Source: an optimization exercise on an open RTL-to-GDS flow (aim: small area, a short achievable clock period and few clock cycles). Production flows keep margins and buffers that such runs may drop. The RTL was checked by simulation tests, not by an equivalence proof against the original design. Power and IR drop assume default switching activity.

## flow/config.mk

```make
export PLATFORM = sky130hd
export DESIGN_NAME = bl_engine
export DESIGN_NICKNAME = bl_engine
export VERILOG_FILES = /design/flow/design.v
export SDC_FILE = /design/flow/constraint.sdc
export NUM_CORES = 4
export LEC_CHECK = 0
export CAP_MARGIN = 20
export CORE_MARGIN = 2
export CORE_UTILIZATION = 40
export PLACE_DENSITY = 0.6
export SLEW_MARGIN = 20
```

## flow/constraint.sdc

```tcl
create_clock -name core_clock -period 10.0 [get_ports {clk}]
set_input_delay 2.0000 -clock core_clock [delete_from_list [all_inputs] [get_ports {clk}]]
set_output_delay 2.0000 -clock core_clock [all_outputs]
set_load 0.01 [all_outputs]
```

## flow/design.v

```verilog
module bl_engine (
  input  wire        clk,
  input  wire        rst,
  input  wire        rx_valid,
  input  wire [7:0]  rx_data,
  input  wire        rx_err,
  output wire        rx_ready,
  output wire        tx_valid,
  output wire [7:0]  tx_data,
  input  wire        tx_ready,
  output wire        op_valid,
  output wire [3:0]  op_cmd,
  output wire [31:0] op_addr,
  output wire [15:0] op_wdata,
  input  wire        op_ready,
  input  wire        op_ok,
  input  wire [31:0] op_rdata,
  input  wire        rdp_level,
  output wire        exited
);
  localparam [7:0] ACK  = 8'hCD;
  localparam [7:0] NACK = 8'hAB;
  localparam [3:0] OP_FLASH_UNLOCK = 4'd0;
  localparam [3:0] OP_FLASH_LOCK   = 4'd1;
  localparam [3:0] OP_OPT_UNLOCK   = 4'd2;
  localparam [3:0] OP_OPT_LOCK     = 4'd3;
  localparam [3:0] OP_PAGE_ERASE   = 4'd4;
  localparam [3:0] OP_MASS_ERASE   = 4'd5;
  localparam [3:0] OP_PROG_HALF    = 4'd6;
  localparam [3:0] OP_OPT_PROG_RDP = 4'd7;
  localparam [3:0] OP_OPT_LAUNCH   = 4'd8;
  localparam [3:0] OP_MEM_READ     = 4'd9;
  localparam [3:0] OP_SET_MSP      = 4'd10;
  localparam [3:0] OP_DEINIT       = 4'd11;
  localparam [3:0] OP_CALL         = 4'd12;
  localparam integer RL = 89;    
  localparam integer FB = 5;     
  function [31:0] crc_byte;
    input [31:0] c;
    input [7:0]  b;
    integer i;
    reg [31:0] x;
    begin
      x = c ^ {24'd0, b};
      for (i = 0; i < 32; i = i + 1)
        x = x[31] ? ((x << 1) ^ 32'h04C1_1DB7) : (x << 1);
      crc_byte = x;
    end
  endfunction
  function [6:0] inc7;
    input [6:0] x;
    integer k;
    reg c;
    begin
      c = 1'b1;
      for (k = 0; k < 7; k = k + 1) begin
        inc7[k] = x[k] ^ c;
        c = c & x[k];
      end
    end
  endfunction
  function [6:0] dec7;
    input [6:0] x;
    integer k;
    reg b;
    begin
      b = 1'b1;
      for (k = 0; k < 7; k = k + 1) begin
        dec7[k] = x[k] ^ b;
        b = b & !x[k];
      end
    end
  endfunction
  reg        rdy;         
  reg        rxon;        
  reg        first_q;     
  reg        last_q;      
  reg [7:0]  cnt;         
  reg [2:0]  hp;          
  reg        par;         
  reg        bv;
  reg [7:0]  bd;
  reg        b_first, b_op, b_addr, b_len, b_dat, b_odd, b_trl, b_last, b_err;
  reg [31:0] crc;
  reg        m;           
  reg [7:0]  nq;          
  reg [7:0]  len_q;       
  reg        ndisc;       
  reg        c_id, c_jump, c_erase, c_write, c_chrop;
  reg [1:0]  c_sub;       
  reg        shape_q, dest_ok_q, e_ok_q, lvl_ok_q, valid_q, app_q;
  reg        txv;
  reg [7:0]  txd;         
  reg        t_nack, t_ack, t_rlen, t_pay, t_res;
  reg [3:0]  pidx;
  reg        opv;
  reg        pw;          
  reg        jmp2;        
  reg [3:0]  opc;         
  reg [31:0] opa;
  reg [15:0] opd;
  reg        exited_q;
  reg [15:0] ring [0:RL-1];
  reg [7:0]  lo_q;
  reg        pend;        
  reg        first_hw;    
  reg [6:0]  wpos;        
  reg        w94;         
  reg [6:0]  rpos;        
  reg [6:0]  avl;         
  reg        avl_nz;
  reg [7:0]  sel;         
  reg        hit;
  reg [15:0] fifo [0:FB-1];
  reg [2:0]  fwp, frp;
  reg [FB-1:0] fth;       
  assign rx_ready = rdy;
  assign tx_valid = txv;
  assign tx_data  = txd;
  assign op_valid = opv;
  assign op_cmd   = opc;
  assign op_addr  = opa;
  assign op_wdata = opd;
  assign exited   = exited_q;
  wire acc     = rx_valid & rdy;
  wire trl_now = !first_q & (cnt[7:3] == 5'd0) & (cnt[2:0] <= 3'd4);
  wire dat_now = (hp == 3'd7) & !trl_now;
  wire end_now = rx_err | (first_q ? (rx_data == 8'd0) : last_q);
  wire wr_now  = pend & (first_hw | w94);
  wire pend_n  = (pend & !wr_now) | (acc & dat_now & par & !rx_err);
  wire fhw_n   = first_hw & !wr_now;
  wire stall_n = pend_n & !fhw_n & (wr_now | (wpos != 7'd87));
  wire [15:0] tap = ({16{sel[0]}} & ring[0]) |
                    ({16{sel[1]}} & ring[11]) |
                    ({16{sel[2]}} & ring[22]) |
                    ({16{sel[3]}} & ring[33]) |
                    ({16{sel[4]}} & ring[44]) |
                    ({16{sel[5]}} & ring[56]) |
                    ({16{sel[6]}} & ring[67]) |
                    ({16{sel[7]}} & ring[78]);
  wire fetch  = hit & avl_nz & !fth[FB-1];
  wire fempty = !fth[0];
  wire [15:0] head = fifo[frp];
  wire [7:0] sel_up = {rpos == 7'd77, rpos == 7'd66, rpos == 7'd55, rpos == 7'd43, rpos == 7'd32, rpos == 7'd21, rpos == 7'd10, rpos == 7'd88};
  wire [7:0] sel_dn = {rpos == 7'd79, rpos == 7'd68, rpos == 7'd57, rpos == 7'd45, rpos == 7'd34, rpos == 7'd23, rpos == 7'd12, rpos == 7'd1};
  wire fire_tx = txv & tx_ready;
  wire fire_op = opv & op_ready;
  reg [7:0] rlen;
  always @(*) begin
    if (c_id)
      case (c_sub)
        2'd0: rlen = 8'd4;
        2'd1: rlen = 8'd12;
        2'd2: rlen = 8'd2;
        default: rlen = 8'd1;
      endcase
    else
      rlen = 8'd1;
  end
  wire pay_last = ({4'd0, pidx} == rlen);
  reg [7:0] pay;
  always @(*) begin
    if (c_jump)
      pay = {7'd0, valid_q};
    else
      case (c_sub)
        2'd0: pay = (pidx == 4'd0) ? 8'h64 : (pidx == 4'd1) ? 8'h01 : 8'h00;
        2'd1: pay = (pidx == 4'd10) ? 8'h20 : (pidx == 4'd11) ? 8'h21 : {4'h1, pidx};
        2'd2: pay = (pidx == 4'd0) ? 8'h10 : 8'h04;
        default: pay = {7'd0, rdp_level};
      endcase
  end
  wire w_more = (len_q[7:1] != 7'd0);    
  wire w_last = (len_q[7:1] == 7'd1);    
  wire pop    = !fempty & ((pw) |
                (fire_op & op_ok & (((opc == OP_PROG_HALF) & !w_last) |
                                    ((opc == OP_FLASH_UNLOCK) & c_write & w_more))));
  wire dec_now = acc & end_now;
  wire m2      = bv ? (m & (bd == crc[7:0])) : m;
  wire [7:0] c2 = bv ? crc[15:8] : crc[7:0];
  wire ack_ok  = !rx_err && !first_q && !ndisc && m2 && (rx_data == c2) && shape_q &&
                 (c_id || c_jump || c_erase || c_write || c_chrop);
  wire pre_ok = (c_erase && e_ok_q) || (c_write && dest_ok_q) || (c_chrop && lvl_ok_q);
  wire fin    = (fire_tx & (t_nack |
                            (t_pay & pay_last & !(c_jump & valid_q)) |
                            (t_res & !(c_chrop & txd[0])))) |
                (fire_op & (opc == OP_OPT_LAUNCH));
  wire [31:0] crc_x = crc ^ {24'd0, bd};
  wire [31:0] crc_nx;
  assign crc_nx[0] = ^(crc_x & 32'hF7011641);
  assign crc_nx[1] = ^(crc_x & 32'h19033AC3);
  assign crc_nx[2] = ^(crc_x & 32'hC50763C7);
  assign crc_nx[3] = ^(crc_x & 32'h8A0EC78E);
  assign crc_nx[4] = ^(crc_x & 32'hE31C995D);
  assign crc_nx[5] = ^(crc_x & 32'h313824FB);
  assign crc_nx[6] = ^(crc_x & 32'h627049F6);
  assign crc_nx[7] = ^(crc_x & 32'h33E185AD);
  assign crc_nx[8] = ^(crc_x & 32'h90C21D1B);
  assign crc_nx[9] = ^(crc_x & 32'h21843A36);
  assign crc_nx[10] = ^(crc_x & 32'hB409622D);
  assign crc_nx[11] = ^(crc_x & 32'h9F13D21B);
  assign crc_nx[12] = ^(crc_x & 32'hC926B277);
  assign crc_nx[13] = ^(crc_x & 32'h924D64EE);
  assign crc_nx[14] = ^(crc_x & 32'h249AC9DC);
  assign crc_nx[15] = ^(crc_x & 32'h493593B8);
  assign crc_nx[16] = ^(crc_x & 32'h656A3131);
  assign crc_nx[17] = ^(crc_x & 32'hCAD46262);
  assign crc_nx[18] = ^(crc_x & 32'h95A8C4C4);
  assign crc_nx[19] = ^(crc_x & 32'h2B518988);
  assign crc_nx[20] = ^(crc_x & 32'h56A31310);
  assign crc_nx[21] = ^(crc_x & 32'hAD462620);
  assign crc_nx[22] = ^(crc_x & 32'hAD8D5A01);
  assign crc_nx[23] = ^(crc_x & 32'hAC1BA243);
  assign crc_nx[24] = ^(crc_x & 32'h58374486);
  assign crc_nx[25] = ^(crc_x & 32'hB06E890C);
  assign crc_nx[26] = ^(crc_x & 32'h97DC0459);
  assign crc_nx[27] = ^(crc_x & 32'h2FB808B2);
  assign crc_nx[28] = ^(crc_x & 32'h5F701164);
  assign crc_nx[29] = ^(crc_x & 32'hBEE022C8);
  assign crc_nx[30] = ^(crc_x & 32'h7DC04590);
  assign crc_nx[31] = ^(crc_x & 32'hFB808B20);
  wire [31:0] a = opa;
  wire in_ram   = (a[31:16] == 16'h2000) && (a[15:12] < 4'h5);
  wire in_flash = (a[31:16] == 16'h0800);
  wire [16:0] wend = {1'b0, a[15:0]} + {9'd0, len_q};
  wire [8:0]  eend = {1'b0, a[7:0]} + {1'b0, a[15:8]};
  integer i;
  always @(posedge clk) begin
    ring[0] <= wr_now ? {bd, lo_q} : ring[RL-1];
    for (i = 1; i < RL; i = i + 1)
      ring[i] <= ring[i-1];
    if (fetch)
      fifo[fwp] <= tap;
  end
  always @(posedge clk) begin
    bv      <= acc & !rst;
    b_first <= first_q;
    b_op    <= (hp == 3'd1);
    b_addr  <= (hp >= 3'd2) && (hp <= 3'd5);
    b_len   <= (hp == 3'd6);
    b_dat   <= dat_now;
    b_odd   <= par;
    b_trl   <= trl_now;
    b_last  <= end_now;
    b_err   <= rx_err;
    if (acc) bd <= rx_data;
    shape_q   <= (c_id    && nq == 8'd5) ||
                 (c_jump  && nq == 8'd9) ||
                 (c_erase && nq == 8'd7) ||
                 (c_chrop && nq == 8'd6) ||
                 (c_write && {1'b0, nq} == {1'b0, len_q} + 9'd10);
    dest_ok_q <= (in_ram || in_flash) && !a[0] && !len_q[0] &&
                 ((in_flash && (!wend[16] || wend[15:0] == 16'd0)) ||
                  (in_ram && wend <= 17'h05000));
    e_ok_q    <= (a[15:8] == 8'hFF) || (eend <= 9'd16);
    lvl_ok_q  <= (a[7:1] == 7'd0);
    valid_q   <= in_ram || in_flash;
    app_q     <= (a == 32'h0800_8000);
    if (acc) begin
      if (first_q) begin
        ndisc  <= (rx_data < 8'd5) || (rx_data > 8'd199);
        cnt    <= rx_data;
        last_q <= (rx_data == 8'd1);
      end else begin
        cnt    <= cnt - 8'd1;
        last_q <= (cnt == 8'd2);
      end
    end
    if (rst) begin
      first_q <= 1'b1;
      hp      <= 3'd0;
      par     <= 1'b0;
    end else if (acc) begin
      first_q <= end_now;
      hp      <= end_now ? 3'd0 : (hp == 3'd7) ? 3'd7 : hp + 3'd1;
      par     <= !end_now & (par ^ dat_now);
    end
    if (wr_now)
      wpos <= 7'd87;
    else
      wpos <= w94 ? 7'd0 : wpos + 7'd1;
    w94 <= !wr_now && (wpos == 7'd87);
    if (rst) begin
      pend     <= 1'b0;
      first_hw <= 1'b1;
    end else begin
      pend     <= pend_n;
      first_hw <= fhw_n | (bv & b_first);
    end
    if (wr_now && first_hw) begin
      rpos <= 7'd0;
      sel  <= 8'h01;
      hit  <= 1'b1;
    end else if (fetch) begin
      rpos <= (rpos == 7'd0) ? 7'd88 : rpos - 7'd1;
      sel  <= sel_dn;
      hit  <= |sel_dn;
    end else begin
      rpos <= (rpos == 7'd88) ? 7'd0 : rpos + 7'd1;
      sel  <= sel_up;
      hit  <= |sel_up;
    end
    if (fetch)
      fwp <= (fwp == FB - 1) ? 3'd0 : fwp + 3'd1;
    if (pop)
      frp <= (frp == FB - 1) ? 3'd0 : frp + 3'd1;
    if (rst || (bv && b_first)) begin
      avl    <= 7'd0;
      avl_nz <= 1'b0;
      fth    <= {FB{1'b0}};
      fwp    <= 3'd0;
      frp    <= 3'd0;
    end else begin
      if (wr_now && !fetch)
        avl <= inc7(avl);
      else if (!wr_now && fetch)
        avl <= dec7(avl);
      avl_nz <= wr_now | (fetch ? (avl != 7'd1) : (avl != 7'd0));
      if (fetch && !pop)
        fth <= {fth[FB-2:0], 1'b1};
      else if (!fetch && pop)
        fth <= {1'b0, fth[FB-1:1]};
    end
    if (bv) begin
      if (b_first)
        nq    <= bd;
      if (b_op) begin
        c_id    <= (bd[7:2] == 6'b000100);
        c_sub   <= bd[1:0];
        c_jump  <= (bd == 8'h14);
        c_erase <= (bd == 8'h15);
        c_write <= (bd == 8'h16);
        c_chrop <= (bd == 8'h21);
      end
      if (b_addr)
        opa <= {bd, opa[31:8]};
      if (b_len)
        len_q <= bd;
      if (b_dat && !b_odd)
        lo_q <= bd;
    end
    if (rst || (bv && b_last)) begin
      crc <= 32'hFFFF_FFFF;
      m   <= 1'b1;
    end else if (bv) begin
      if (b_trl) begin
        crc <= {8'd0, crc[31:8]};
        m   <= m & (bd == crc[7:0]);
      end else begin
        crc <= crc_nx;
      end
    end else if (fire_op && opc == OP_MEM_READ) begin
      crc <= op_rdata;
    end
    if (rst) begin
      txv    <= 1'b0;
      t_nack <= 1'b0;
      t_ack  <= 1'b0;
      t_rlen <= 1'b0;
      t_pay  <= 1'b0;
      t_res  <= 1'b0;
      opv    <= 1'b0;
      pw     <= 1'b0;
      exited_q <= 1'b0;
    end else begin
      if (dec_now) begin
        txv <= 1'b1;
        if (ack_ok) t_ack  <= 1'b1;
        else        t_nack <= 1'b1;
      end
      if (fire_tx) begin
        if (t_nack) begin
          t_nack <= 1'b0;
          txv    <= 1'b0;
        end
        if (t_ack) begin
          t_ack  <= 1'b0;
          t_rlen <= 1'b1;
        end
        if (t_rlen) begin
          t_rlen <= 1'b0;
          if (c_erase || c_write || c_chrop) begin
            if (pre_ok) begin
              txv <= 1'b0;
              opv <= 1'b1;
            end else begin
              t_res <= 1'b1;
            end
          end else begin
            t_pay <= 1'b1;
          end
        end
        if (t_pay && pay_last) begin
          t_pay <= 1'b0;
          txv   <= 1'b0;
          if (c_jump && valid_q)
            opv <= 1'b1;
        end
        if (t_res) begin
          t_res <= 1'b0;
          txv   <= 1'b0;
          if (c_chrop && txd[0])
            opv <= 1'b1;
        end
      end
      if (pw && !fempty) begin
        pw  <= 1'b0;
        opv <= 1'b1;
      end
      if (fire_op) begin
        case (opc)
          OP_FLASH_UNLOCK: if (c_write && op_ok && w_more) begin
            opv <= !fempty;
            pw  <= fempty;
          end
          OP_FLASH_LOCK: begin
            opv   <= 1'b0;
            txv   <= 1'b1;
            t_res <= 1'b1;
          end
          OP_PROG_HALF: if (op_ok && !w_last) begin
            opv <= !fempty;
            pw  <= fempty;
          end
          OP_CALL: begin
            opv      <= 1'b0;
            exited_q <= 1'b1;
          end
          OP_OPT_LAUNCH: opv <= 1'b0;
          default: ;
        endcase
      end
    end
    if (dec_now) begin
      pidx <= 4'd0;
      txd  <= ack_ok ? ACK : NACK;
    end
    if (fire_tx) begin
      if (t_ack)
        txd <= rlen;
      if (t_rlen) begin
        pidx <= 4'd1;
        if (c_erase || c_write || c_chrop) begin
          opc <= OP_FLASH_UNLOCK;
          if (!pre_ok)
            txd <= 8'h00;
          if (c_erase) begin
            opa <= {12'h080, opa[7:0], 12'h000};
            opd <= {6'd0, opa[15:8], 2'b00};
          end
          if (c_chrop)
            opd <= {15'd0, opa[0]};
        end else begin
          txd <= pay;    
        end
      end
      if (t_pay) begin
        pidx <= pidx + 4'd1;
        txd  <= pay;
        jmp2 <= 1'b0;
        if (app_q) begin
          opc <= OP_MEM_READ;
        end else begin
          opc    <= OP_CALL;
          opa[0] <= 1'b1;
        end
      end
      if (t_res)
        opc <= OP_OPT_LAUNCH;
    end
    if (pw && !fempty)
      opd <= head;
    if (fire_op) begin
      case (opc)
        OP_FLASH_UNLOCK: begin
          if (c_erase) begin
            if (op_ok) opc <= (opd[9:2] == 8'hFF) ? OP_MASS_ERASE : OP_PAGE_ERASE;
            else begin txd <= 8'h02; opc <= OP_FLASH_LOCK; end
          end else if (c_write) begin
            txd <= {7'd0, op_ok};
            opd <= head;
            opc <= (op_ok && w_more) ? OP_PROG_HALF : OP_FLASH_LOCK;
          end else begin
            if (op_ok) opc <= OP_OPT_UNLOCK;
            else begin txd <= 8'h00; opc <= OP_OPT_LOCK; end
          end
        end
        OP_OPT_UNLOCK: begin
          if (op_ok) opc <= OP_OPT_PROG_RDP;
          else begin txd <= 8'h00; opc <= OP_OPT_LOCK; end
        end
        OP_OPT_LOCK: opc <= OP_FLASH_LOCK;
        OP_PAGE_ERASE, OP_MASS_ERASE: begin
          txd <= op_ok ? 8'h03 : 8'h02;
          opc <= OP_FLASH_LOCK;
        end
        OP_PROG_HALF: begin
          opa[15:1] <= opa[15:1] + 15'd1;
          len_q     <= len_q - 8'd2;
          opd       <= head;
          if (!op_ok || w_last) begin
            txd <= {7'd0, op_ok};
            opc <= OP_FLASH_LOCK;
          end
        end
        OP_OPT_PROG_RDP: begin
          txd <= {7'd0, op_ok};
          opc <= OP_OPT_LOCK;
        end
        OP_MEM_READ: begin
          jmp2 <= 1'b1;
          if (!jmp2) begin
            opa[2] <= 1'b1;
          end else begin
            opa <= crc;
            opc <= OP_SET_MSP;
          end
        end
        OP_SET_MSP: begin
          opa <= crc;
          opc <= OP_DEINIT;
        end
        OP_DEINIT: opc <= OP_CALL;
        default: ;
      endcase
    end
    if (rst) begin
      rxon <= 1'b1;
      rdy  <= 1'b1;
    end else begin
      rxon <= fin | (rxon & !(acc & end_now));
      rdy  <= (fin | (rxon & !(acc & end_now))) & !stall_n;
    end
  end
endmodule
```

## flow/flow/run.sh

```bash
#!/bin/bash
# The standard layout, with buf_2 port buffers, timing repair aimed at a
# tighter setup target and CTS without dummy loads; each ORFS step logs under
# orfs/logs/, the make output goes to standard.log.
cd "$(dirname "$0")/.."
bash standard.sh BUFFER_PORTS_ARGS="-buffer_cell sky130_fd_sc_hd__buf_2" SETUP_SLACK_MARGIN=6.8 \
  CTS_ARGS="-sink_clustering_enable -repair_clock_nets -dont_use_dummy_load -sink_clustering_size 30 -sink_clustering_max_diameter 100" finish > standard.log 2>&1
```

## flow/standard.sh

```bash
#!/bin/bash
# synth_recipe.tcl (not shown) runs the flow's synth.tcl, then flattens the netlist and writes it again
# the make line also repeats each setting of config.mk as NAME=value (left out here)
make -C /OpenROAD-flow-scripts/flow DESIGN_CONFIG=/design/flow/config.mk WORK_HOME=/design/flow/orfs CLKGATE_MAP_FILE= SYNTH_SCRIPT=/design/flow/synth_recipe.tcl "${@:-finish}"
```

==> summary.txt, run 1 <==
* Result of the run: no timing/DRC/antenna violations
- Pin count of the biggest net entering global routing: 39
- Nature of the critical path startpoint: primary input
* Relative slew slack: 31.2%
- Number of warnings printed during yosys synthesis: 2
- Max Slew Vio Count: 0
- Async set-or-reset flop fraction in the synthesized netlist: 0%
- Clock tree from TritonCTS: yes
* P&R area growth vs syn: 10.0%
- Among all flip-flop cells after synthesis, the most frequent one is sky130_fd_sc_hd__dfxtp_1.
- Measured on the finished design, the core utilization comes to 44.3%.
* Most frequent cell on the critical path: sky130_fd_sc_hd__nand2_1
- The cell sitting at the root of the clock tree is a sky130_fd_sc_hd__clkbuf_16.
- The critical path in this run is classified as in2reg.
- Switching component of the power: 0.00373 W
- First-pass GRT wire length: 146,000 microns
- The die covers 0.121 sq mm.
- Setup violations remaining at the end of the flow were counted as 0.
- Net count, final: 3,680
* Critical Path Slowest Stage Cell: sky130_fd_sc_hd__nor2_2
* Chip Width: 348 microns
* Sequential share of power: 54.2%
- After detailed routing, the number of vias per cell comes to 4.78.
* Final period utilization: 32.2%
- Net count of the mapped netlist: 3,556
* Final routed wirelength across all metal layers: 96,900 microns
- The worst-case IR drop observed on VDD is 0.000149 V.
- Initial antenna violation count: 2
- Yosys attributes the largest share of cell area to sky130_fd_sc_hd__dfxtp_1 68%, sky130_fd_sc_hd__edfxtp_1 7.7%, sky130_fd_sc_hd__xnor2_1 3.7%.
- Clock latency of the later-clocked register in the worst-skew pair: 690 ps
- Row generation in the floorplan step produced 126 rows.
* Post-synthesis instance area: 0.0474 sq mm
- Once the floorplan was initialized, standard cells occupied 40.3% of the core.
- The die is 348 microns tall.
- Sw Share: 27.5%
- WP data arrival: 3820 ps
* Number of clock sinks: 1,730
* Total grt overflow: 0
- The internal power of the cells totals 0.00982 W.
- Setup tns final: 0 ps
- Critical path fanouts, max: 16
* Antenna Nets Post-Route: 0
* Drc violations: 0
- Hold buffer count at CTS: 0
* Placed wire-length estimate after detailed placement: 62,500 microns
* Number of vias in the routed layout: 24,490
* Leakage power: 19.5 nW
- Setup repair after global routing could not meet its margin everywhere.
- Global routing used 15.8% of the available tracks across all layers.
- Post-synth top area cell: sky130_fd_sc_hd__dfxtp_1
- In this run the standard cell core region covers 0.118 sq mm.
* Timing-limited maximum frequency: 0.311 GHz
- Via count of the first global-routing pass: 23,285
* Post-Route Hold Slack: 284 ps
* Share of power burned in the clock network: 23.6%
- Cell count after placement: 4,980
* Count of input and output buffers: 111
* Post-route insts no fill: 5,120
- In this run, the combinational gates consume 22.3% of the power.
* Number of enable flip-flop cells after synthesis: 122
* Routed len/inst: 18.9 microns
- The clock arrives with 89.2 ps of skew.
* Clock period minus worst slack: 3220 ps
- Slew at the pin with the worst max-slew slack: 1030 ps
- Number of synthesized register bits: 1,730
- Critical path capture point type: register
- Fraction of final layout cells with drive strength greater than 1: 11.6%
- Routability congestion estimate from global placement: 0.912
- Power Dens Cells: 260 mW/mm^2
- The clock passes through at most 3 buffers.
* HP Class: reg2reg
- Clock buffer count from CTS: 70
- Max-cap violation count: 0
- Data required time of the worst path: 10,600 ps
* Number of hold violations in the final report: 0
* Drt first-iter violations: 1,827
- Clock-pin slew was measured on the worst setup and hold paths at 120 ps.
- Number of top-level pins: 112
- Number of iterations in the first detailed-routing pass: 7
- Post-synthesis instance total: 3,459
* Avg Synthesized Cell Area: 13.7 sq um
- Top cell type's share of synthesized area: 67.9%
- CP max stage delay: 920 ps
* Share of synthesized area occupied by flip-flops and latches: 75.6%
- Walking the worst path, the cells encountered are buf_2 > nand2_1 > nor2_2 > nand2_1 > a21oi_1 > a21oi_1 > nand2_1.
* # H-tree levels: 3
- Distinct cell type count after synthesis: 87
==> synth_stat cells (16+ instances only) <==
cell and instances:
sky130_fd_sc_hd__a211oi_1 16, sky130_fd_sc_hd__a21oi_1 149, sky130_fd_sc_hd__a22oi_1 92, sky130_fd_sc_hd__a31oi_1 16
sky130_fd_sc_hd__buf_2 25, sky130_fd_sc_hd__clkbuf_1 97, sky130_fd_sc_hd__dfxtp_1 1608, sky130_fd_sc_hd__edfxtp_1 122
sky130_fd_sc_hd__ha_1 47, sky130_fd_sc_hd__inv_1 49, sky130_fd_sc_hd__mux2i_1 81, sky130_fd_sc_hd__mux4_2 16
sky130_fd_sc_hd__nand2_1 191, sky130_fd_sc_hd__nand2b_1 30, sky130_fd_sc_hd__nand3_1 45, sky130_fd_sc_hd__nand4_1 33
sky130_fd_sc_hd__nor2_1 138, sky130_fd_sc_hd__nor2b_1 16, sky130_fd_sc_hd__nor3_1 47, sky130_fd_sc_hd__nor4_1 22
sky130_fd_sc_hd__o211ai_1 17, sky130_fd_sc_hd__o21ai_0 87, sky130_fd_sc_hd__o22ai_1 23, sky130_fd_sc_hd__xnor2_1 201
sky130_fd_sc_hd__xor2_1 60
==> critical path: cells and delay by family <==
kind,cells,cell delay (ps)
buf+inv,1,120
compound gates,2,230
simple gates,4,1470
==> registers in the layout, indices dropped and copies added, names as in the netlist, 3 cells and up, named ones only <==
register  count
rpos          7
wpos          7
len_q         8
frp           3
lo_q          8
ring       1424
fifo         80
pidx          4
nq            8
crc          32
opa          32
txd           8
fth           5
opd          16
cnt           8
opc           4
hp            3
fwp           3
bd            8
avl           7
sel           8
==> cells in the final DEF, fill, tap and decap left out, drive strengths merged, types with 12 or more instances in the layout <==
cell type / instances
nand3: 45
and2: 15
xnor2: 210
o31ai: 12
dfxtp: 1608
o211ai: 17
o21ai: 93
nor3: 47
edfxtp: 122
xor2: 64
a21oi: 149
nand2b: 30
inv: 47
a211oi: 16
ha: 47
nor2: 141
nand2: 191
mux4: 16
nand4: 33
or3: 13
mux2i: 81
a31oi: 16
clkbuf: 70
nor2b: 16
nor4: 23
buf: 201
a22oi: 92
o22ai: 23
==> through the flow <==
step / setup WS, ps / cell area, sq um / power (W)
finish: 6780 / 52200 / 0.0135
global route: 6740 / 52200 / 0.0142
CTS: 6640 / 51900 / 0.0136
detailed placement: 5930 / 49500 / 0.0104
global placement: 5960 / 49500 / 0.0104
floorplan: 6510 / 47500 / 0.00977
==> power by group through the flow <==
| stage | registers [W] | clock network, W | logic [W] |
|---|---|---|---|
| floorplan | 0.00730 | 0 | 0.00247 |
| global placement | 0.00754 | 0 | 0.00289 |
| detailed placement | 0.00754 | 0 | 0.00289 |
| CTS | 0.00733 | 0.00330 | 0.00300 |
| global route | 0.00735 | 0.00355 | 0.00327 |
| finish | 0.00734 | 0.00319 | 0.00302 |
==> layer usage <==
layer  up-vias  wire length [microns]  global-route usage [%]
li1      11899                      -                       -
met1     11758                  46400                    22.7
met2       665                  41400                    23.9
met3       168                   5340                    2.84
met4         0                   3670                    5.76
met5         -                      0                       0
==> cells by family (layout without fill, tap and decap cells) <==
family | Yosys count | after routing | synth area share [%]
flip-flops | 1730 | 1730 | 75.6
AND/OR/NAND/NOR | 596 | 597 | 6.07
AO/OA/AOI/OAI | 498 | 498 | 6.76
XOR/XNOR | 285 | 285 | 5.88
buffers and inverters | 200 | 321 | 1.81
multiplexers | 101 | 101 | 2.56
adder cells (fa/ha/maj) | 49 | 49 | 1.32
other | 0 | 3 | 0
==> repair_timing <==
action / in CTS / in global routing
cloned: 1 / 0
pin swaps: 2 / 4
setup buffers: 52 / 14
setup endpoints to repair: 121 / 53
gates resized for setup: 130 / 26
==> area by class of cell <==
cell class / count / area [sq um]
diodes: 3 / 7.51
clock buffers: 70 / 1750
fillers: 10566 / 65600
inverters: 50 / 195
multi-input cells: 1530 / 10900
flip-flops and latches: 1730 / 36000
well taps: 1536 / 1920
repair buffers: 201 / 1360
==> path summary, 6_finish.rpt <==
| kind | startpoint | endpoint | slack, ps | cells after the start |
|---|---|---|---|---|
| worst max-delay path | op_ready | crc[8] | 6780 | 7 |
| worst min-delay path | ring[58][2] | ring[59][2] | 280 | 0 |
| worst max register to register | crc[6] | crc[2] | 6890 | 9 |
| worst min register to register | ring[58][2] | ring[59][2] | 280 | 0 |
Testbench counts, summed over its fixed seeds: cycles 52,366.
==> run 2, diff against run 1 <==
--- a/flow/design.v
+++ b/flow/design.v
@@ -48,4 +48,16 @@
     end
   endfunction
+  function [2:0] next5;
+    input [2:0] x;
+    begin
+      case (x)
+        3'd0: next5 = 3'd1;
+        3'd1: next5 = 3'd2;
+        3'd2: next5 = 3'd3;
+        3'd3: next5 = 3'd4;
+        default: next5 = 3'd0;
+      endcase
+    end
+  endfunction
   function [6:0] inc7;
     input [6:0] x;
@@ -84,5 +96,5 @@
   reg [31:0] crc;
   reg        m;           
-  reg [7:0]  nq;          
+  reg        n5, n6, n7, n9, wsh;   
   reg [7:0]  len_q;       
   reg        ndisc;       
@@ -96,5 +108,4 @@
   reg        opv;
   reg        pw;          
-  reg        jmp2;        
   reg [3:0]  opc;         
   reg [31:0] opa;
@@ -107,9 +118,9 @@
   reg [6:0]  wpos;        
   reg        w94;         
-  reg [6:0]  rpos;        
+  reg [3:0]  roff;
   reg [6:0]  avl;         
   reg        avl_nz;
-  reg [7:0]  sel;         
-  reg        hit;
+  reg [7:0]  sel;
+  reg        hit;         
   reg [15:0] fifo [0:FB-1];
   reg [2:0]  fwp, frp;
@@ -142,6 +153,8 @@
   wire fempty = !fth[0];
   wire [15:0] head = fifo[frp];
-  wire [7:0] sel_up = {rpos == 7'd77, rpos == 7'd66, rpos == 7'd55, rpos == 7'd43, rpos == 7'd32, rpos == 7'd21, rpos == 7'd10, rpos == 7'd88};
-  wire [7:0] sel_dn = {rpos == 7'd79, rpos == 7'd68, rpos == 7'd57, rpos == 7'd45, rpos == 7'd34, rpos == 7'd23, rpos == 7'd12, rpos == 7'd1};
+  wire [3:0] rlast  = sel[4] ? 4'd11 : 4'd10;    
+  wire [3:0] rlastp = sel[5] ? 4'd11 : 4'd10;    
+  wire       rend   = (roff == rlast);
+  wire       rbeg   = (roff == 4'd0);
   wire fire_tx = txv & tx_ready;
   wire fire_op = opv & op_ready;
@@ -223,6 +236,7 @@
   wire in_ram   = (a[31:16] == 16'h2000) && (a[15:12] < 4'h5);
   wire in_flash = (a[31:16] == 16'h0800);
-  wire [16:0] wend = {1'b0, a[15:0]} + {9'd0, len_q};
-  wire [8:0]  eend = {1'b0, a[7:0]} + {1'b0, a[15:8]};
+  wire [8:0]  lsum = {1'b0, a[7:0]} + {1'b0, len_q};
+  wire        lfit = !lsum[8] || (lsum[7:0] == 8'd0);
+  wire [5:0]  eend = {1'b0, a[4:0]} + {1'b0, a[12:8]};    
   integer i;
   always @(posedge clk) begin
@@ -245,13 +259,11 @@
     b_err   <= rx_err;
     if (acc) bd <= rx_data;
-    shape_q   <= (c_id    && nq == 8'd5) ||
-                 (c_jump  && nq == 8'd9) ||
-                 (c_erase && nq == 8'd7) ||
-                 (c_chrop && nq == 8'd6) ||
-                 (c_write && {1'b0, nq} == {1'b0, len_q} + 9'd10);
-    dest_ok_q <= (in_ram || in_flash) && !a[0] && !len_q[0] &&
-                 ((in_flash && (!wend[16] || wend[15:0] == 16'd0)) ||
-                  (in_ram && wend <= 17'h05000));
-    e_ok_q    <= (a[15:8] == 8'hFF) || (eend <= 9'd16);
+    shape_q   <= (c_id && n5) || (c_jump && n9) || (c_erase && n7) ||
+                 (c_chrop && n6) || (c_write && wsh);
+    dest_ok_q <= !a[0] && !len_q[0] &&
+                 ((in_flash && (a[15:8] != 8'hFF || lfit)) ||
+                  (in_ram && (a[15:8] != 8'h4F || lfit)));
+    e_ok_q    <= (a[15:8] == 8'hFF) ||
+                 (a[7:5] == 3'd0 && a[15:13] == 3'd0 && eend <= 6'd16);
     lvl_ok_q  <= (a[7:1] == 7'd0);
     valid_q   <= in_ram || in_flash;
@@ -289,20 +301,20 @@
     end
     if (wr_now && first_hw) begin
-      rpos <= 7'd0;
+      roff <= 4'd0;
       sel  <= 8'h01;
       hit  <= 1'b1;
     end else if (fetch) begin
-      rpos <= (rpos == 7'd0) ? 7'd88 : rpos - 7'd1;
-      sel  <= sel_dn;
-      hit  <= |sel_dn;
+      roff <= rbeg ? rlastp : roff - 4'd1;
+      if (rbeg) sel <= {sel[0], sel[7:1]};
+      hit  <= (roff == 4'd1);
     end else begin
-      rpos <= (rpos == 7'd88) ? 7'd0 : rpos + 7'd1;
-      sel  <= sel_up;
-      hit  <= |sel_up;
+      roff <= rend ? 4'd0 : roff + 4'd1;
+      if (rend) sel <= {sel[6:0], sel[7]};
+      hit  <= rend;
     end
     if (fetch)
-      fwp <= (fwp == FB - 1) ? 3'd0 : fwp + 3'd1;
+      fwp <= next5(fwp);
     if (pop)
-      frp <= (frp == FB - 1) ? 3'd0 : frp + 3'd1;
+      frp <= next5(frp);
     if (rst || (bv && b_first)) begin
       avl    <= 7'd0;
@@ -323,6 +335,11 @@
     end
     if (bv) begin
-      if (b_first)
-        nq    <= bd;
+      if (b_first) begin
+        n5 <= (bd == 8'd5);
+        n6 <= (bd == 8'd6);
+        n7 <= (bd == 8'd7);
+        n9 <= (bd == 8'd9);
+        wsh <= 1'b0;
+      end
       if (b_op) begin
         c_id    <= (bd[7:2] == 6'b000100);
@@ -335,6 +352,8 @@
       if (b_addr)
         opa <= {bd, opa[31:8]};
-      if (b_len)
+      if (b_len) begin
         len_q <= bd;
+        wsh   <= (cnt - 8'd4 == bd) && (cnt >= 8'd4);    
+      end
       if (b_dat && !b_odd)
         lo_q <= bd;
@@ -458,5 +477,4 @@
         pidx <= pidx + 4'd1;
         txd  <= pay;
-        jmp2 <= 1'b0;
         if (app_q) begin
           opc <= OP_MEM_READ;
@@ -509,6 +527,5 @@
         end
         OP_MEM_READ: begin
-          jmp2 <= 1'b1;
-          if (!jmp2) begin
+          if (!opa[2]) begin    
             opa[2] <= 1'b1;
           end else begin
==> flow/flow/run.sh (replaced) <==
#!/bin/bash
# The standard layout, with buf_2 port buffers, timing repair aimed at a
# tighter setup target and CTS without dummy loads; each ORFS step logs under
# orfs/logs/, the make output goes to standard.log.
cd "$(dirname "$0")/.."
bash standard.sh BUFFER_PORTS_ARGS="-buffer_cell sky130_fd_sc_hd__buf_2" SETUP_SLACK_MARGIN=6.8 \
  CTS_ARGS="-sink_clustering_enable -repair_clock_nets -dont_use_dummy_load" finish > standard.log 2>&1
==> run 2 against run 1 <==
Effect of this change:
- sequential share of layout area is 2.3 points lower
- global-route usage is 0.17 points higher
- worst setup slack better by 25 ps
- wire length is 1.3% lower
- design area is 3.1% higher
- still clean
- worst hold slack better by 5.2 ps
- combinational power is 57% lower
- critical endpoint is now op_wdata[1]
- first-iteration DRC count is 6.3% lower
- utilization is 2.0 points higher
==> summary.txt, run 2 <==
* Largest registers ranked by flip-flop count: ring x1424, fifo x80
- Number of synthesized register bits: 1,723
- Critical path fanouts, max: 2
- Power Dens Cells: 247 mW/mm^2
- In this run, synthesis inferred 119 flip-flops with an integrated enable.
- At the pin with the least slew margin, the transition time is 1060 ps.
- In this run, placement finished with an instance count of 4,850.
- Result of the run: no timing/DRC/antenna violations
* Timing-limited maximum frequency: 0.313 GHz
- Summed over all nets, the switching power comes to 0.00298 W.
- STA classifies the critical path startpoint as a register.
- Net count, final: 3,630
- For this block, the via count after detailed routing is 24,273.
- Chip Width: 346 microns
* Clock tree buffer depth: 3
* Clock tree from TritonCTS: yes
* Setup tns final: 0 ps
- The detail route stage leaves a number of antenna-violating nets equal to 0.
* Routed len/inst: 18.9 microns
* Share of synthesized area occupied by flip-flops and latches: 76.4%
* Hold buffer count at CTS: 0
- Multiplexer fraction of the synthesized cell area: 1.91%
* Core utilization of the finished layout: 46.3%
- Final setup vio count: 0
- # H-tree levels: 4
- Net switching is 22.4% of the power.
- The cell sitting at the root of the clock tree is a sky130_fd_sc_hd__clkbuf_16.
* Largest register FFs: 1,424
* Unrepaired setup endpoints after global routing: yes
- WP data arrival: 1190 ps
- Subtracting the final worst setup slack from the clock period gives 3190 ps.
- Of the total synthesized cell area, the portion taken by full adders, half adders and majority gates is 1.18%.
* Avg Synthesized Cell Area: 14.0 sq um
- Post-route setup slack: 6810 ps
- Count leader, synth: sky130_fd_sc_hd__dfxtp_1
* Post-synthesis instance total: 3,348
- Share of the synthesized netlist area taken by xor and xnor gates: 6.18%
- The worst hold path belongs to the class reg2reg.
- Placed wire-length estimate after detailed placement: 59,200 microns
- Row Count: 125
- The number of different library cells used by synthesis comes to 93.
* Leakage power: 20.8 nW
- The total overflow left after global routing is 0.
- Number of warnings printed during yosys synthesis: 2
- For this run, asynchronously set or reset flops after synthesis account for 0%.
* Post-route insts no fill: 5,063
- Number of hold violations in the final report: 0
* Leading cell types in the layout, fill and taps excluded: 1,531 x sky130_fd_sc_hd__dfxtp_1, 194 x sky130_fd_sc_hd__xnor2_1, 162 x sky130_fd_sc_hd__nand2_1
- Entering global routing, the biggest net connects 51 pins.
- Leaving out fill and tap cells, the most frequent cell in the layout is sky130_fd_sc_hd__dfxtp_1.
- For this design the top-level I/O count stands at 112.
- IR analysis of the VDD net gives a maximum drop of 0.000122 V.
- Clock latency of the later-clocked register in the worst-skew pair: 730 ps
* Post-route standard cell area excluding fillers: 0.0538 sq mm
- First-pass GRT wire length: 146,000 microns
* Number of clock sinks: 1,723
* Final worst clock skew: 67.7 ps
- Number of filler instances in the final layout: 10,214
- Final routed wirelength across all metal layers: 95,600 microns
- The detailed router finished its first iteration with 1,711 violations.
- Of the total power, registers draw 53.2%.
- The worst setup path is captured at a primary output.
- Starting Density: 40.3%
* Top cell type's share of synthesized area: 68.7%
- The number of pins exceeding their max-slew limit in the final report is 0.
- Before CTS, the worst setup slack after placement is 5790 ps.
* Share of power burned in the clock network: 37.1%
- Using the TritonRoute via totals, the vias-per-cell ratio works out to 4.79.
- By area, the combinational part of the netlist is dominated by compound AO/OA/AOI/OAI gates.
- P&R area growth vs syn: 15.1%
- Critical Path Slowest Stage Cell: sky130_fd_sc_hd__dfxtp_2
* Core Box Area: 0.116 sq mm
* Count of input and output buffers: 111
* Ranking of synthesized cells by area: sky130_fd_sc_hd__dfxtp_1 69%, sky130_fd_sc_hd__edfxtp_1 7.6%, sky130_fd_sc_hd__xnor2_1 3.6%
* Final period utilization: 31.9%
- CP max stage delay: 330 ps
* Clock buffer count from CTS: 157
* Clock slew at the register clock pins of the worst setup and hold paths: 60 ps
- Summing the areas of all and, or, nand and nor instances in the mapped netlist gives 5.78% of the synthesized area.
- Main flop type after synthesis: sky130_fd_sc_hd__dfxtp_1
- GRT Resource Usage Total: 16.0%
* Post-synthesis instance area: 0.0467 sq mm
- Post-synthesis compound-gate area fraction: 6.67%
- Type of the worst setup path: reg2out
- Internal power comes to 0.0103 W.
- Post-placement cell area: 0.0488 sq mm
- Area of the die: 0.120 sq mm
* Post-synth top area cell: sky130_fd_sc_hd__dfxtp_1
* Initial antenna violation count: 2
- Max-cap violations in this run came to 0.
- Die Y: 346 microns
- Buffers & Inverters on Critical Path: 1
- The number of nets handed over by synthesis was 3,438.
- The first detailed-routing pass took 7 iterations.
* Leading post-synthesis cells by instance count: 1,604 x sky130_fd_sc_hd__dfxtp_1, 194 x sky130_fd_sc_hd__xnor2_1, 167 x sky130_fd_sc_hd__nand2_1
* Most flop-heavy register: ring
- Category of cells accounting for the largest share of critical-path delay: flip-flops
- For this run, design rule violations remaining after detail routing come to 0.
- Via count of the first global-routing pass: 23,638
- Routability-driven placement finished with a final weighted congestion of 0.869.
* Data required time of the worst path: 8000 ps
- Fraction of final layout cells with drive strength greater than 1: 14.6%
* Relative slew slack: 29.0%
* Ordered list of cells on the worst path: buf_6
* Combinational share of power: 9.7%
run 2: cell count changes after synthesis, moves of 12 or more:
cell                       before  now
sky130_fd_sc_hd__buf_2         25   40
sky130_fd_sc_hd__mux2i_1       81   50
sky130_fd_sc_hd__nor3_1        47   35
sky130_fd_sc_hd__o21ai_0       87   57
sky130_fd_sc_hd__a221oi_1       2   15
sky130_fd_sc_hd__nand2_1      191  167
sky130_fd_sc_hd__o21ai_1        5   27
sky130_fd_sc_hd__nor2_1       138  118
sky130_fd_sc_hd__xnor2_2        5   18
run 2: repair_timing:
action                                  in CTS  in global routing
setup buffers                               46                  9
resized for setup                          198                 10
pin swaps                                    0                  1
endpoints found under the setup margin      71                 56
endpoints found under the hold margin        0                  0
run 2: path summary, 6_finish.rpt:
check | cells past startpoint | startpoint | end | slack, ps
min | 0 | ring[40][13] | ring[41][13] | 290
min reg2reg | 0 | ring[40][13] | ring[41][13] | 290
max | 1 | opd[1] | op_wdata[1] | 6810
max reg2reg | 9 | bd[4] | crc[5] | 6880
run 2: stage by stage:
| step | hold slack, ps | total power, W |
|---|---|---|
| 2_1_floorplan | 310 | 0.00817 |
| 3_3_place_gp | 310 | 0.00846 |
| 3_5_place_dp | 312 | 0.00846 |
| 4_1_cts | 283 | 0.0134 |
| 5_1_grt | 296 | 0.0138 |
| 6_report | 289 | 0.0133 |
run 2: power by group through the flow:
stage	clock network (W)	registers [W]	logic, W
after floorplan	0	0.00716	0.00100
after global placement	0	0.00726	0.00121
after detailed placement	0	0.00726	0.00121
after CTS	0.00509	0.00708	0.00128
after global routing	0.00535	0.00708	0.00138
final	0.00494	0.00708	0.00129
run 2: logic make-up after synthesis:
| family | count (synthesis) |
|---|---|
| buffers and inverters | 207 |
| XOR/XNOR | 289 |
| AND/OR/NAND/NOR | 542 |
| adder cells (fa/ha/maj) | 43 |
| flip-flops | 1723 |
| AO/OA/AOI/OAI | 475 |
| multiplexers | 69 |
run 2: metal layers:
metal,wire length [microns],vias to the layer above,global-route usage (%)
li1,-,11651,-
met1,44700,11731,22.0
met2,41900,705,24.5
met3,6290,186,3.87
met4,2760,0,5.78
met5,0,-,0
run 2: final cells by class:
| type | instances | area [sq um] | area share (%) |
|---|---|---|---|
| Clock buffer | 157 | 3930 | 7.30 |
| Inverter | 54 | 206 | 0.384 |
| Timing Repair Buffer | 186 | 1510 | 2.80 |
| Sequential cell | 1723 | 35900 | 66.7 |
| Tap cell | 1524 | 1910 | 3.55 |
| Multi-Input combinational cell | 1418 | 10300 | 19.2 |
| Antenna cell | 1 | 2.50 | 0.00465 |
Testbench counts of run 2, summed over its fixed seeds: cycles 52,366.
==> run 3, diff against run 2 <==
--- a/flow/flow/run.sh
+++ b/flow/flow/run.sh
@@ -5,3 +5,3 @@
 cd "$(dirname "$0")/.."
 bash standard.sh BUFFER_PORTS_ARGS="-buffer_cell sky130_fd_sc_hd__buf_2" SETUP_SLACK_MARGIN=6.8 \
-  CTS_ARGS="-sink_clustering_enable -repair_clock_nets -dont_use_dummy_load" finish > standard.log 2>&1
+  CTS_ARGS="-sink_clustering_enable -repair_clock_nets -dont_use_dummy_load -sink_clustering_size 24 -sink_clustering_max_diameter 80" finish > standard.log 2>&1
==> run 3 against run 2 <==
Effect of this change:
- die area unchanged
- worst setup slack worse by 20 ps
- flip-flop and latch count unchanged
- register-to-register slack better by 100 ps
- combinational power is essentially flat
- utilization is 1.8 points lower
- non-clock buffer count is 12 lower
- still clean
- count of clock-buffer cells in the layout is 71 lower
- critical endpoint is now op_cmd[3]
- sequential share of layout area increased by 2.7 points
- final cell count down 1.7%
- global-route usage fell by 0.46 points
- design area is 3.9% lower
==> summary.txt, run 3 <==
- Result of the run: no timing/DRC/antenna violations
- Final setup vio count: 0
- Of all flip-flops after synthesis, the portion carrying an async set or reset was 0%.
- Total Power Consumption: 0.0118 W
* Ranking of synthesized cells by area: sky130_fd_sc_hd__dfxtp_1 69%, sky130_fd_sc_hd__edfxtp_1 7.6%, sky130_fd_sc_hd__xnor2_1 3.6%
- Total grt overflow: 0
- The setup path with the least slack is of type reg2out.
- Routed len/inst: 18.8 microns
- The die is 346 microns wide.
- The share of total power dissipated in combinational logic is 10.7%.
* Final period utilization: 32.1%
- The number of clock buffers added by TritonCTS is 86.
* Share of power burned in the clock network: 29.6%
- On the final layout, the worst clock skew is 103 ps.
- After detailed routing, the number of remaining DRC violations is 0.
- WP data arrival: 1210 ps
- Count leader, synth: sky130_fd_sc_hd__dfxtp_1
- Critical Path Slowest Stage Cell: sky130_fd_sc_hd__dfxtp_4
- Counting flops per register, the top entry is ring.
- In this run the deepest clock path goes through 3 buffers.
- The largest total area in the synthesized netlist belongs to sky130_fd_sc_hd__dfxtp_1.
- Across all hold checks on the routed design, the worst slack comes to 289 ps.
* Leading cell types in the layout, fill and taps excluded: 1,533 x sky130_fd_sc_hd__dfxtp_1, 194 x sky130_fd_sc_hd__xnor2_1, 162 x sky130_fd_sc_hd__nand2_1
- HP Class: reg2reg
- Number of clock sinks: 1,723
- On the critical path the largest part of the delay comes from flip-flops.
* Clock period minus worst slack: 3210 ps
- Net switching is 23.2% of the power.
- Number of iterations in the first detailed-routing pass: 5
* Die Y: 346 microns
- The number of nets in the synthesized netlist is 3,438.
- Fraction of final layout cells with drive strength greater than 1: 12.6%
- Setup tns final: 0 ps
- Number of filler instances in the final layout: 10,423
- Core Box Area: 0.116 sq mm
- Avg Synthesized Cell Area: 14.0 sq um
* Core utilization of the finished layout: 44.5%
- Post-synthesis instance total: 3,348
* First-pass GRT wire length: 142,000 microns
- Final routed wirelength across all metal layers: 93,600 microns
* Share of synthesized area occupied by flip-flops and latches: 76.4%
- Summing every instance area after synthesis gives 0.0467 sq mm.
- Data on the critical path is required at its endpoint by 8000 ps.
- For the worst-skew pair, the clock arrives at the later sink with an insertion delay of 690 ps.
- GRT Resource Usage Total: 15.5%
- Number of synthesized register bits: 1,723
- The area growth from synthesis to layout is 10.6%.
- Largest registers ranked by flip-flop count: ring x1424, fifo x80
* Main flop type after synthesis: sky130_fd_sc_hd__dfxtp_1
- Timing-limited maximum frequency: 0.311 GHz
* Critical path capture point type: primary output
- Via count of the first global-routing pass: 22,635
- The hold violation total from the final report is 0.
- The commonest cells after synthesis are 1,604 x sky130_fd_sc_hd__dfxtp_1, 194 x sky130_fd_sc_hd__xnor2_1, 167 x sky130_fd_sc_hd__nand2_1.
* Drt first-iter violations: 1,839
- The tool flagged a number of max-cap violations equal to 0.
- TritonCTS built the clock tree.
- Number of top-level pins: 112
- Power Dens Cells: 229 mW/mm^2
* Worst VDD drop: 0.000133 V
* Antenna Nets Post-Route: 0
- Leakage power: 19.8 nW
- Vias per Instance: 4.76
* Number of vias in the routed layout: 23,713
- Pin count of the biggest net entering global routing: 51
- CP max stage delay: 420 ps
* Number of warnings printed during yosys synthesis: 2
- Largest register FFs: 1,424
* Switching component of the power: 0.00275 W
* Count of input and output buffers: 111
- The internal power of the cells totals 0.00909 W.
* Root buffer cell: sky130_fd_sc_hd__clkbuf_16
* Routability congestion estimate from global placement: 0.869
- Leaving out fill and tap cells, the most frequent cell in the layout is sky130_fd_sc_hd__dfxtp_1.
- In this run, post-CTS hold repair placed 0 buffers.
- The number of pins exceeding their max-slew limit in the final report came to 0.
- The top cell type by area accounts for 68.7% of the synthesized area.
* Buffers & Inverters on Critical Path: 1
- In this run the core area contains 125 standard-cell rows.
* Critical path fanouts, max: 10
* Ordered list of cells on the worst path: buf_2
* Relative slew slack: 29.5%
- Unrepaired setup endpoints after global routing: yes
- In the final design database the tool counted 3,547 nets.
* # H-tree levels: 3
* Starting Density: 40.3%
* Placed wire-length estimate after detailed placement: 59,200 microns
* Slew at the pin with the worst max-slew slack: 1060 ps
* Clock slew at the register clock pins of the worst setup and hold paths: 90 ps
- Number of enable flip-flop cells after synthesis: 119
* Sequential share of power: 59.7%
* Initial antenna violation count: 2
* Number of inserted diodes: 0
* Nature of the critical path startpoint: register
* Distinct cell type count after synthesis: 93
* Area of the die: 0.120 sq mm
run 3: cell counts after synthesis:
Identical to the previous run, type by type.
run 3: worst reg2reg max path, delay by kind of cell, from the launching register on:
kind                       cells  cell delay (ps)
AOI/OAI and AO/OA              1               80
xor gates and xnor gates       6             1420
and+or+nand+nor                1              140
buffers and inverters          2              430
adders and majority gates      1              480
DFF                            1              330
run 3: worst paths after layout:
check / cells past startpoint / start / endpoint / slack (ps)
setup / recovery: 1 / opc[3] / op_cmd[3] / 6790
hold / removal: 0 / ring[35][2] / ring[36][2] / 290
setup reg to reg: 11 / bd[6] / crc[6] / 6980
hold reg to reg: 0 / ring[35][2] / ring[36][2] / 290
run 3: routing by layer:
metal | global-route usage (%) | vias to the layer above | part of all wire, %
met2 | 23.7 | 650 | 43
li1 | - | 11466 | -
met1 | 22.1 | 11425 | 48
met4 | 4.87 | 2 | 3.1
met5 | 0 | - | 0.014
met3 | 3.25 | 170 | 6.1
run 3: layout make-up:
class	instances	area, sq um	share of cell area (%)
clock buffer	86	2150	4.16
multi-input combinational	1418	10300	20.0
inverter	54	206	0.399
timing repair buffer	174	1200	2.32
tap	1524	1910	3.69
sequential	1723	35900	69.4
run 3: cells by family (layout without fill, tap and decap cells):
| logic type | count (synthesis) | count (layout) | synth area share (%) |
|---|---|---|---|
| muxes | 69 | 69 | 1.91 |
| adders and majority gates | 43 | 43 | 1.18 |
| DFF | 1723 | 1723 | 76.4 |
| buffers and inverters | 207 | 314 | 1.90 |
| AOI/OAI and AO/OA | 475 | 475 | 6.67 |
| and+or+nand+nor | 542 | 542 | 5.78 |
| xor gates and xnor gates | 289 | 289 | 6.18 |
run 3: repair_timing:
action,CTS,global route
endpoints found under the setup margin,85,36
gates resized for setup,148,13
buffers inserted,32,11
pin swaps,1,1
run 3: metrics by stage:
stage          cell area (sq um)  instances  setup WS [ps]
6_report                   51700       4979           6790
5_1_grt                    51700       4979           6730
4_1_cts                    51600       4968           6510
3_5_place_dp               48800       4850           5790
3_3_place_gp               48800       4849           5840
2_1_floorplan              46900       3348           6630
run 3: power by group through the flow:
stage	logic [W]	registers [W]	clock network (W)
global route	0.00135	0.00708	0.00385
CTS	0.00125	0.00707	0.00363
floorplan	0.00100	0.00716	0
detailed placement	0.00121	0.00726	0
global placement	0.00121	0.00726	0
finish	0.00126	0.00707	0.00350
==> run 4, diff against run 3 <==
==> flow/flow/run.sh (replaced) <==
#!/bin/bash
# The standard layout, with buf_2 port buffers, timing repair aimed at a
# tighter setup target and CTS without dummy loads; each ORFS step logs under
# orfs/logs/, the make output goes to standard.log.
cd "$(dirname "$0")/.."
bash standard.sh BUFFER_PORTS_ARGS="-buffer_cell sky130_fd_sc_hd__buf_2" SETUP_SLACK_MARGIN=7.3 \
  CTS_ARGS="-sink_clustering_enable -repair_clock_nets -dont_use_dummy_load -sink_clustering_size 24 -sink_clustering_max_diameter 80" finish > standard.log 2>&1
==> run 4 against run 3 <==
Effect of this change:
- synthesized area unchanged
- global-route usage up 0.64 points
- synthesized cell count is the same
- non-clock buffer count rose by 96
- total power up 1.0%
- first-iteration DRC count rose by 7.0%
- still clean
- worst hold slack worse by 10 ps
- highest routed layer is now met4
- critical endpoint is now op_wdata[0]
- die area stayed put
- flip-flop and latch count is the same
==> summary.txt, run 4 <==
- The flow ran to the end and the layout has no timing, DRC or antenna violations.
- Total grt overflow: 0
- Post-synth top area cell: sky130_fd_sc_hd__dfxtp_1
- Summed over all failing endpoints, the final setup total negative slack is 0 ps.
- Once detail routing completed, the nets flagged for antenna violations numbered 0.
* Highest routing layer actually used: met4
* Main flop type after synthesis: sky130_fd_sc_hd__dfxtp_1
* Initial antenna violation count: 3
- Number of top-level pins: 112
- On the critical path, the stage with the largest delay is an instance of sky130_fd_sc_hd__dfxtp_4.
- Clock tree from TritonCTS: yes
- Routed len/inst: 19.6 microns
* Count of input and output buffers: 111
* HP Class: reg2reg
* Vias per Instance: 4.81
* Most frequent standard cell in the layout excluding fill and tap cells: sky130_fd_sc_hd__dfxtp_1
- Max-cap violation count: 0
- Largest register FFs: 1,424
* Number of warnings printed during yosys synthesis: 2
- In this run the horizontal extent of the chip is 346 microns.
* Footprint of the flip-flops and latches: 0.0359 sq mm
- Pin count of the biggest net entering global routing: 45
* Nature of the critical path startpoint: register
- Drt first-iter violations: 1,967
- Post-Route Hold Slack: 279 ps
- Area of the die: 0.120 sq mm
- The die is 346 microns tall.
- In this run the number of H-tree levels came out at 3.
- Net switching is 23.5% of the power.
- The share of total power dissipated in sequential elements is 59.2%.
- Hold buffer count at CTS: 0
- Total Power Consumption: 0.0120 W
* Starting Density: 40.3%
- Count leader, synth: sky130_fd_sc_hd__dfxtp_1
- The commonest cells after synthesis are 1,604 x sky130_fd_sc_hd__dfxtp_1, 194 x sky130_fd_sc_hd__xnor2_1, 167 x sky130_fd_sc_hd__nand2_1.
* Final routed wirelength across all metal layers: 99,400 microns
- STA puts the critical path data arrival time at 1210 ps.
- In this run, synthesis produced a sequential element count of 1,723.
- Timing would allow up to 0.312 GHz.
- Leakage power: 20.6 nW
* Placed wire-length estimate after detailed placement: 60,700 microns
* P&R area growth vs syn: 15.2%
* Post-synthesis instance total: 3,348
* Switching component of the power: 0.00281 W
* Buffers & Inverters on Critical Path: 1
* Routed length on met2: 43,400 microns
- Routability congestion estimate from global placement: 0.891
- Root buffer cell: sky130_fd_sc_hd__clkbuf_16
* Number of enable flip-flop cells after synthesis: 119
- The filler cells instantiated in the layout total 10,212.
* Wire length the detailed router placed on met1: 45,600 microns
- Clock tree buffer depth: 3
- The number of nets in the synthesized netlist is 3,438.
* Category of cells accounting for the largest share of critical-path delay: flip-flops
* Final period utilization: 32.1%
* Worst VDD drop: 0.000141 V
- After synthesis, the cell types taking the most area are sky130_fd_sc_hd__dfxtp_1 69%, sky130_fd_sc_hd__edfxtp_1 7.6%, sky130_fd_sc_hd__xnor2_1 3.6%.
- Leading cell types in the layout, fill and taps excluded: 1,529 x sky130_fd_sc_hd__dfxtp_1, 184 x sky130_fd_sc_hd__xnor2_1, 158 x sky130_fd_sc_hd__nand2_1
- GRT Resource Usage Total: 16.2%
- The internal portion of the total power is 0.00915 W.
- Clock latency of the later-clocked register in the worst-skew pair: 670 ps
- First-pass GRT wire length: 147,000 microns
- Data required time of the worst path: 8000 ps
- Largest registers ranked by flip-flop count: ring x1424, fifo x80
- Row Count: 125
- The via count of the first global-routing pass came to 23,013.
- Internal reg-to-reg setup slack: 7300 ps
* Post-synthesis instance area: 0.0467 sq mm
- Share of synthesized area occupied by flip-flops and latches: 76.4%
- Most flop-heavy register: ring
- Clock buffer count from CTS: 85
- Clock period minus worst slack: 3210 ps
- Fraction of final layout cells with drive strength greater than 1: 18.0%
* Number of hold violations in the final report: 0
* Cell depth of the worst min-delay path: 0
- Type of the worst setup path: reg2out
* Clock slew at the register clock pins of the worst setup and hold paths: 100 ps
* Multi-input gate area in the final layout: 0.0111 sq mm
- In this run the number of cells on the critical path is 1.
* CP max stage delay: 440 ps
* Ordered list of cells on the worst path: buf_6
- The number of pins exceeding their max-slew limit in the final report was 0.
- After synthesis, the netlist uses 93 different library cells.
- The first TritonRoute pass finished after 5 iterations.
- Relative slew slack: 31.3%
- Along the worst path, the maximum fanout reaches 2.
- Measured in cells, the most critical reg-to-reg path has a length of 9.
- Detailed routing placed a total of 6870 microns of wire on met3.
- In the synthesized netlist the async set-or-reset flop fraction comes to 0%.
- Net count, final: 3,646
- Per report_power, the combinational group accounts for 11.8% of the total.
* Number of clock sinks: 1,723
- Number of vias in the routed layout: 24,447
* Drc violations: 0
- On the final layout, the worst clock skew is 89.8 ps.
- Power Dens Cells: 222 mW/mm^2
- Top cell type's share of synthesized area: 68.7%
- Avg Synthesized Cell Area: 14.0 sq um
- Unrepaired setup endpoints after global routing: yes
- Slew at the pin with the worst max-slew slack: 1020 ps
- Critical path capture point type: primary output
* Core Box Area: 0.116 sq mm
- Setup violations remaining at the end of the flow were counted as 0.
* Share of power burned in the clock network: 29.1%
-- run 4: power by group through the flow --
stage | Combinational, W | Sequential [W] | Clock [W]
floorplan | 0.00101 | 0.00716 | 0
global placement | 0.00123 | 0.00725 | 0
detailed placement | 0.00124 | 0.00725 | 0
CTS | 0.00135 | 0.00707 | 0.00359
global route | 0.00150 | 0.00708 | 0.00383
finish | 0.00141 | 0.00708 | 0.00348
-- run 4: layout make-up --
| type | instances | area share, % |
|---|---|---|
| Multi-Input combinational cell | 1421 | 20.6 |
| Inverter | 54 | 0.393 |
| Tap cell | 1524 | 3.54 |
| Timing Repair inverter | 1 | 0.00930 |
| Antenna cell | 1 | 0.00465 |
| Timing Repair Buffer | 270 | 4.75 |
| Clock buffer | 85 | 3.95 |
| Sequential cell | 1723 | 66.7 |
-- run 4: worst paths after layout --
kind,start,end
hold / removal,ring[75][8],ring[76][8]
hold reg to reg,ring[75][8],ring[76][8]
setup / recovery,opd[0],op_wdata[0]
setup reg to reg,c_erase,txd[1]
-- run 4: routing by layer --
layer / track usage [%] / vias to the layer above
met5: 0 / -
met4: 5.55 / 0
met3: 3.66 / 190
met2: 24.4 / 733
met1: 22.8 / 11874
li1: - / 11650
-- run 4: through the flow --
stage	instance area, sq um	std cells	util [%]	setup slack (ps)
finish	53800	5079	46.4	6790
global route	53800	5078	46.4	6750
CTS	52800	5026	45.5	6760
detailed placement	49000	4854	42.3	6140
global placement	49000	4854	42.3	6150
floorplan	47200	3348	-	6650
-- run 4: what timing repair did --
| action | in CTS | in global routing |
|---|---|---|
| buffers inserted | 82 | 47 |
| resized for setup | 281 | 109 |
| pin swaps | 35 | 50 |
| cloned | 5 | 5 |
| hold endpoints to repair | 0 | 0 |
| setup endpoints to repair | 145 | 173 |
-- run 4: cell families after synthesis --
| logic type | synth area share [%] |
|---|---|
| mux | 1.91 |
| xor+xnor | 6.18 |
| buf+inv | 1.90 |
| fa+ha+maj | 1.18 |
| simple gates | 5.78 |
| flops | 76.4 |
| compound gates | 6.67 |
==> run 5, diff against run 4 <==
==> flow/flow/run.sh (replaced) <==
#!/bin/bash
# The standard layout, with buf_2 port buffers, timing repair aimed at a
# tighter setup target and CTS without dummy loads; each ORFS step logs under
# orfs/logs/, the make output goes to standard.log.
cd "$(dirname "$0")/.."
bash standard.sh BUFFER_PORTS_ARGS="-buffer_cell sky130_fd_sc_hd__buf_2" SETUP_SLACK_MARGIN=7.0 \
  CTS_ARGS="-sink_clustering_enable -repair_clock_nets -dont_use_dummy_load -sink_clustering_size 24 -sink_clustering_max_diameter 80" finish > standard.log 2>&1
==> run 5 against run 4 <==
Effect of this change:
- utilization down 1.5 points
- critical path depth is the same
- still clean on timing, DRC and antenna
- sequential share of layout area is 2.1 points higher
- largest cell class unchanged
- via count down 3.0%
- clock skew is 26 ps lower
- synthesized area did not move
- worst setup slack gained 55 ps
- register-to-register slack worse by 150 ps
- clock power about the same
- combinational power shrank 7%
- final cell count shrank 1.7%
==> summary.txt, run 5 <==
- Result of the run: no timing/DRC/antenna violations
- Final setup vio count: 0
- First-pass GRT wire length: 142,000 microns
- The largest individual stage delay along the critical path comes from the cell sky130_fd_sc_hd__dfxtp_4.
* Post-synthesis compound-gate area fraction: 6.67%
* Avg Synthesized Cell Area: 14.0 sq um
- Number of vias in the routed layout: 23,713
- CP max stage delay: 400 ps
- Post-synthesis instance total: 3,348
- The endpoint identified for the worst register-to-register timing path is crc[6].
* Chip Width: 346 microns
- The share of synthesized area in the top cell type comes to 68.7%.
- Total Power Consumption: 0.0119 W
- Nature of the critical path startpoint: register
- Adding up every negative setup slack in the final design gives 0 ps.
- The library cell used most frequently in the layout, excluding fill and tap cells, is sky130_fd_sc_hd__dfxtp_1.
- The core region is 0.116 sq mm.
- Via count of the first global-routing pass: 23,040
- Final period utilization: 31.6%
* Path depth of the worst reg2reg path: 10
- Number of filler instances in the final layout: 10,344
* Max-cap violation count: 0
- Final routed wirelength across all metal layers: 93,000 microns
- Of the post-synthesis cell area, the part taken by muxes is 1.91%.
- After Yosys synthesis, full adders, half adders and majority gates account for 1.18% of the synthesized area.
- The worst-case IR drop observed on VDD is 0.000123 V.
* Placed wire-length estimate after detailed placement: 58,200 microns
* HP Class: reg2reg
- Ordered list of cells on the worst path: buf_6
- Setup repair after global routing could not meet its margin everywhere.
- The multi-input combinational cells in the finished layout cover a total of 0.0104 sq mm.
- The congestion estimate from routability-driven global placement came to 0.860.
- Number of clock sinks: 1,723
- Net count of the mapped netlist: 3,438
* WP data arrival: 1160 ps
- Category of cells accounting for the largest share of critical-path delay: flip-flops
- In this run, synthesis inferred 119 flip-flops with an integrated enable.
- Type of the worst setup path: reg2out
- Largest registers ranked by flip-flop count: ring x1424, fifo x80
- Global routing consumed, over all layers together, 15.4% of the routing resources.
- Ranking of synthesized cells by area: sky130_fd_sc_hd__dfxtp_1 69%, sky130_fd_sc_hd__edfxtp_1 7.6%, sky130_fd_sc_hd__xnor2_1 3.6%
- Max Slew Vio Count: 0
- The startpoint identified for the worst register-to-register timing path is crc[6].
* Relative slew slack: 25.3%
- Clock tree synthesis selected as its root buffer the cell sky130_fd_sc_hd__clkbuf_16.
- Cell depth of the worst min-delay path: 0
- Counting along the longest clock path gives a buffer depth of 3.
- Timing-limited maximum frequency: 0.317 GHz
- After synthesis the netlist holds a flip-flop and latch count of 1,723.
- Buffers & Inverters on Critical Path: 1
- Beginning of the worst hold path: ring[51][15]
- The tightest hold path in the finished design has a slack of 292 ps.
* Most flop-heavy register: ring
- Count of input and output buffers: 111
* # H-tree levels: 3
- P&R area growth vs syn: 11.6%
* Total grt overflow: 0
* Final worst clock skew: 63.7 ps
- Antenna Nets Post-Route: 0
* Fraction of final layout cells with drive strength greater than 1: 13.2%
* Die Y: 346 microns
- Vias per Instance: 4.75
* Slew at the pin with the worst max-slew slack: 1120 ps
- Of the total synthesized cell area, the portion taken by XOR and XNOR cells is 6.18%.
- Share of synthesized area occupied by flip-flops and latches: 76.4%
- Net count, final: 3,561
* Clock buffer count from CTS: 85
- Leaving out fill and tap cells, the most frequent cells in the layout are 1,530 x sky130_fd_sc_hd__dfxtp_1, 194 x sky130_fd_sc_hd__xnor2_1, 162 x sky130_fd_sc_hd__nand2_1.
- Clock latency of the later-clocked register in the worst-skew pair: 670 ps
- Buffers inserted to repair hold after CTS numbered 0.
* Area of the die: 0.120 sq mm
## run 5: per-layer routing
layer / track usage, % / routed length (microns) / vias up / part of all wire, %
met5: 0 / 0 / - / 0
met4: 5.13 / 2990 / 0 / 3.2
met3: 3.15 / 5200 / 152 / 5.6
met2: 23.2 / 39500 / 586 / 42
met1: 22.1 / 45300 / 11494 / 49
li1: - / - / 11481 / -
## run 5: layout make-up
| cell class | instances | share of cell area (%) |
|---|---|---|
| flip-flops and latches | 1723 | 68.8 |
| multi-input cells | 1419 | 20.0 |
| clock buffers | 85 | 4.08 |
| well taps | 1524 | 3.66 |
| repair buffers | 187 | 2.98 |
| inverters | 54 | 0.396 |
| repair inverters | 1 | 0.00960 |
## run 5: cell families (layout without fill, tap and decap cells)
family | count (synthesis) | count (layout)
flip-flops | 1723 | 1723
AO/OA/AOI/OAI | 475 | 475
AND/OR/NAND/NOR | 542 | 543
multiplexers | 69 | 69
XOR/XNOR | 289 | 289
buffers and inverters | 207 | 327
adder cells (fa/ha/maj) | 43 | 43
## run 5: through the flow
stage / worst slack (ps) / instance area, sq um / util, % / std cells
finish: 6840 / 52100 / 44.9 / 4993
CTS: 6770 / 52000 / 44.8 / 4982
detailed placement: 5820 / 48800 / 42.1 / 4843
floorplan: 6630 / 47000 / - / 3348
global placement: 5820 / 48800 / 42.1 / 4843
global route: 6780 / 52100 / 44.9 / 4993
## run 5: report_power, final
part	internal, W	switching [W]	total (W)
combinational	0.000614	0.000700	0.00131
sequential	0.00697	0.000109	0.00708
clock	0.00152	0.00197	0.00349
## run 5: worst max path at each step
stage | cells after the start | to | start
global placement | 6 | opa[14] | tx_ready
global route | 1 | op_wdata[1] | opd[1]
detailed placement | 6 | opa[14] | tx_ready
floorplan | 11 | fth[1] | op_ready
CTS | 1 | rx_ready | rdy
finish | 1 | op_addr[27] | opa[27]
## run 5: timing repair
action                     4_1_cts  5_1_grt
gates resized for setup        198       11
setup endpoints to repair      113      106
cloned                           1        1
pin swaps                        2        2
buffers inserted                53        9

Check on run 5: ideal ports give 6.845 ns setup slack; a clkbuf_16 on the clock port and buf_2 on the inputs give 6.774 ns; moving port delays by the midpoint clock arrival (0.709 ns) as well gives 6.352 ns.
